From an optimization exercise on the open Yosys and OpenROAD flow, aimed at small area, a short achievable clock period and few clock cycles; shortcuts taken in it are not production practice. The RTL was checked by simulation tests, not by an equivalence proof against the original design.

== job 101 ==
// modarith
module modarith (
    input  wire        clk,
    input  wire        rst,
    input  wire        start,
    input  wire [1:0]  op,
    input  wire [31:0] a,
    input  wire [31:0] b,
    input  wire [31:0] m,
    output wire        ready,
    output reg         done,
    output wire [31:0] result,
    output reg         fault,
    output reg  [3:0]  cause
);
export LEC_CHECK = 0
export CAP_MARGIN = 20
export CORE_MARGIN = 2
export CORE_UTILIZATION = 40
export PLACE_DENSITY = 0.6
export SETUP_SLACK_MARGIN = 2.5
export SLEW_MARGIN = 20
create_clock -name core_clock -period 8.0 [get_ports {clk}]
run.sh (not shown) runs the stock make flow with config.mk's settings and CLKGATE_MAP_FILE= SYNTH_SCRIPT=/design/flow/synth_recipe.tcl, a recipe that flattens the netlist after the stock synthesis.
Testbench counts of job 101, summed over its fixed seeds: cycles 90,301.
Changes in job 102 relative to job 101:
-- flow/design.v --
<<< job 101, line 95
    localparam [2:0] B_SC = 3'd0, B_NM = 3'd1, B_M = 3'd2, B_NX = 3'd3, B_Y = 3'd4, B_E = 3'd5, B_0 = 3'd6;
    wire        nb = x[31] ^ neg;             
    reg f_div, f_fix, f_fold, f_ecmp, f_et, f_efin, f_def;
    wire [34:0] opa = ({35{f_div}}          & {2'b00, ss[31:0], nb})
                    | ({35{f_def | f_fix | f_ecmp}} & {2'b00, ss})
>>> job 102, line 95
    localparam [2:0] B_SC = 3'd0, B_NM = 3'd1, B_M = 3'd2, B_NX = 3'd3, B_Y = 3'd4, B_E = 3'd5, B_0 = 3'd6;
    wire        nb = x[31] ^ neg;             
    reg f_div, f_fix, f_fold, f_ecmp, f_et, f_efin;
    wire f_def = ~(f_div | f_fix | f_fold | f_ecmp | f_et | f_efin);
    wire [34:0] opa = ({35{f_div}}          & {2'b00, ss[31:0], nb})
                    | ({35{f_def | f_fix | f_ecmp}} & {2'b00, ss})
<<< job 101, line 363
            f_et   <= (ns == S_ET);
            f_efin <= (ns == S_EFIN);
            f_def  <= ~((ns == S_DIV) | (ns == S_FIX) | (ns == S_FOLD) | (ns == S_EA) |
                        (ns == S_EB) | (ns == S_ET) | (ns == S_EFIN));
        end
    endtask
>>> job 102, line 364
            f_et   <= (ns == S_ET);
            f_efin <= (ns == S_EFIN);
        end
    endtask
[summary]
Diff job 101 -> job 102: area after synthesis lost about 1%, gate count of the mapped netlist now sits lower, sequential share of cell area went up 0.20 points, global-route usage grew by 0.43 points. Job 102 — final instance area about 1% lower, job 101 as reference. The total number of sequential cells reported for job 102 is smaller than that of job 101 by about 0.37%. In job 102 relative to job 101, non-clock inverter count in the final layout had gone up by more than 10%. Critical path startpoint = ss[0]: job 101; critical path startpoint = pxr[0]: job 102. [job 102 vs job 101] via count: lower in job 102. In the reports for job 102 and job 101, the smaller final cell utilization of the core belongs to job 102. The clock latency reported for the late side of the worst-skew pair on job 102 is in line with that on job 101. | sequential standard cell area | job 102 vs job 101 | ≈ equal |.
Testbench counts of job 102, summed over its fixed seeds: cycles 90,301.

--- another note on this design; it stands on its own ---

==> flow/design.v (excerpt) <==
module modarith (
    input  wire        clk,
    input  wire        rst,
    input  wire        start,
    input  wire [1:0]  op,
    input  wire [31:0] a,
    input  wire [31:0] b,
    input  wire [31:0] m,
    output wire        ready,
    output reg         done,
    output wire [31:0] result,
    output reg         fault,
    output reg  [3:0]  cause
);
    localparam OP_MULMOD = 2'd0;
    localparam OP_POWMOD = 2'd1;
    localparam OP_MODINV = 2'd2;
    localparam OP_NORM   = 2'd3;
    localparam K  = 3;           
    localparam ND = 11;          
    localparam YW = K * ND;      
    localparam [3:0] S_IDLE  = 4'd0;
    localparam [3:0] S_CHECK = 4'd1;
    localparam [3:0] S_DIV   = 4'd2;    
    localparam [3:0] S_ENORM = 4'd3;    
    localparam [3:0] S_PSET  = 4'd4;    
    localparam [3:0] S_MUL   = 4'd5;    
    localparam [3:0] S_PCPA  = 4'd6;    
    localparam [3:0] S_NEXT  = 4'd7;    
    localparam [3:0] S_FIX   = 4'd8;    
    localparam [3:0] S_FOLD  = 4'd9;    
    localparam [3:0] S_EA    = 4'd10;   
    localparam [3:0] S_EB    = 4'd11;   
    localparam [3:0] S_ET    = 4'd12;   
    localparam [3:0] S_ESW   = 4'd13;   
    localparam [3:0] S_EFIN  = 4'd14;   
    localparam [3:0] S_SKIP  = 4'd15;   
    reg [3:0]  state;
    reg        rdy;
    reg [1:0]  op_q;
    reg        md;          
    reg        fin;         
    reg        mulnext;     
    reg        neg;         
    reg        pos;         
    reg [3:0]  ret;         
    reg [6:0]  cnt;
    reg [4:0]  ecnt;        
    reg [31:0] mr;          
    reg [31:0] e;           
    reg [32:0] ar;          
    reg [32:0] x;           
    reg [YW-1:0] y;         
    reg [32:0] ss;          
    reg [32:0] sc;          
    reg        cy;          
    reg [K-1:0] pxr;        
    assign ready  = rdy;
    assign result = ss[31:0];
    wire mont = ~md;
    localparam WV = 36;
    wire [K-1:0] yd = y[K-1:0];
    wire [K-1:0] q_t = ss[K-1:0] + sc[K-1:0] + {{(K-1){1'b0}}, cy} + pxr;
    wire [K-1:0] m_lo = mr[K-1:0];
    wire [K-1:0] inv1 = m_lo;                       
    wire [K-1:0] inv2 = inv1 * (2'd2 - m_lo * inv1);  
    wire [K-1:0] minv = -inv2;
    wire [K-1:0] q_d = mont ? q_t * minv : {K{1'b0}};
    wire [WV-1:0] pp0 = yd[0] ? ({{(WV-33){1'b0}}, x} << 0) : {WV{1'b0}};
  ...
clock: 8.0 ns
lec_check: 0
cap_margin: 20
core_margin: 2
core_utilization: 40
place_density: 0.6
setup_slack_margin: 3.0
slew_margin: 20
run.sh (not shown) runs the stock make flow with config.mk's settings and CLKGATE_MAP_FILE= SYNTH_SCRIPT=/design/flow/synth_recipe.tcl, a recipe that flattens the netlist after the stock synthesis.
Testbench counts at the start, summed over its fixed seeds: cycles 90,301.
Change:
Settings changed: SETUP_SLACK_MARGIN 3.0 to 3.5.
The changed run finished with timing, DRC and antenna clean.
Count of clock-buffer cells in the layout goes down by 3.
Cell area goes up by 2.3%.
Routed wire length goes up by 0.80%.
Via count goes up by 1.8%.
Global-route usage stays flat.
Setup slack gets worse by 0.093 ns.

afterwards: timing with drivers on the ports:
In the flow no input, the clock included, has a driving cell. The finished layouts below were timed again as built, in two steps. Step 1 (the two cells are an assumption about what drives the block):
set clk [get_ports {clk}]
set_driving_cell -lib_cell sky130_fd_sc_hd__clkbuf_16 $clk
set_driving_cell -lib_cell sky130_fd_sc_hd__buf_2 [delete_from_list [all_inputs] $clk]
Step 2 also shifts input and output timing later by t, the mid clock arrival at the registers, as if the neighbouring blocks saw the same clock. a / b / c = no drivers / after step 1 / after step 2; a / b = the first two.
run | t (ns) | setup WS [ns] | slew at the worst register clock pin (ns)
job 101 | 0.643 | 2.541 / 2.541 / 2.541 | 0.06 / 0.06
job 102 | 0.645 | 2.461 / 2.461 / 2.461 | 0.06 / 0.06
the first run of note 2 | 0.654 | 2.727 / 2.727 / 2.727 | 0.07 / 0.07
the second run of note 2 | 0.641 | 2.634 / 2.634 / 2.634 | 0.07 / 0.07
After both steps every run listed still meets setup and hold.
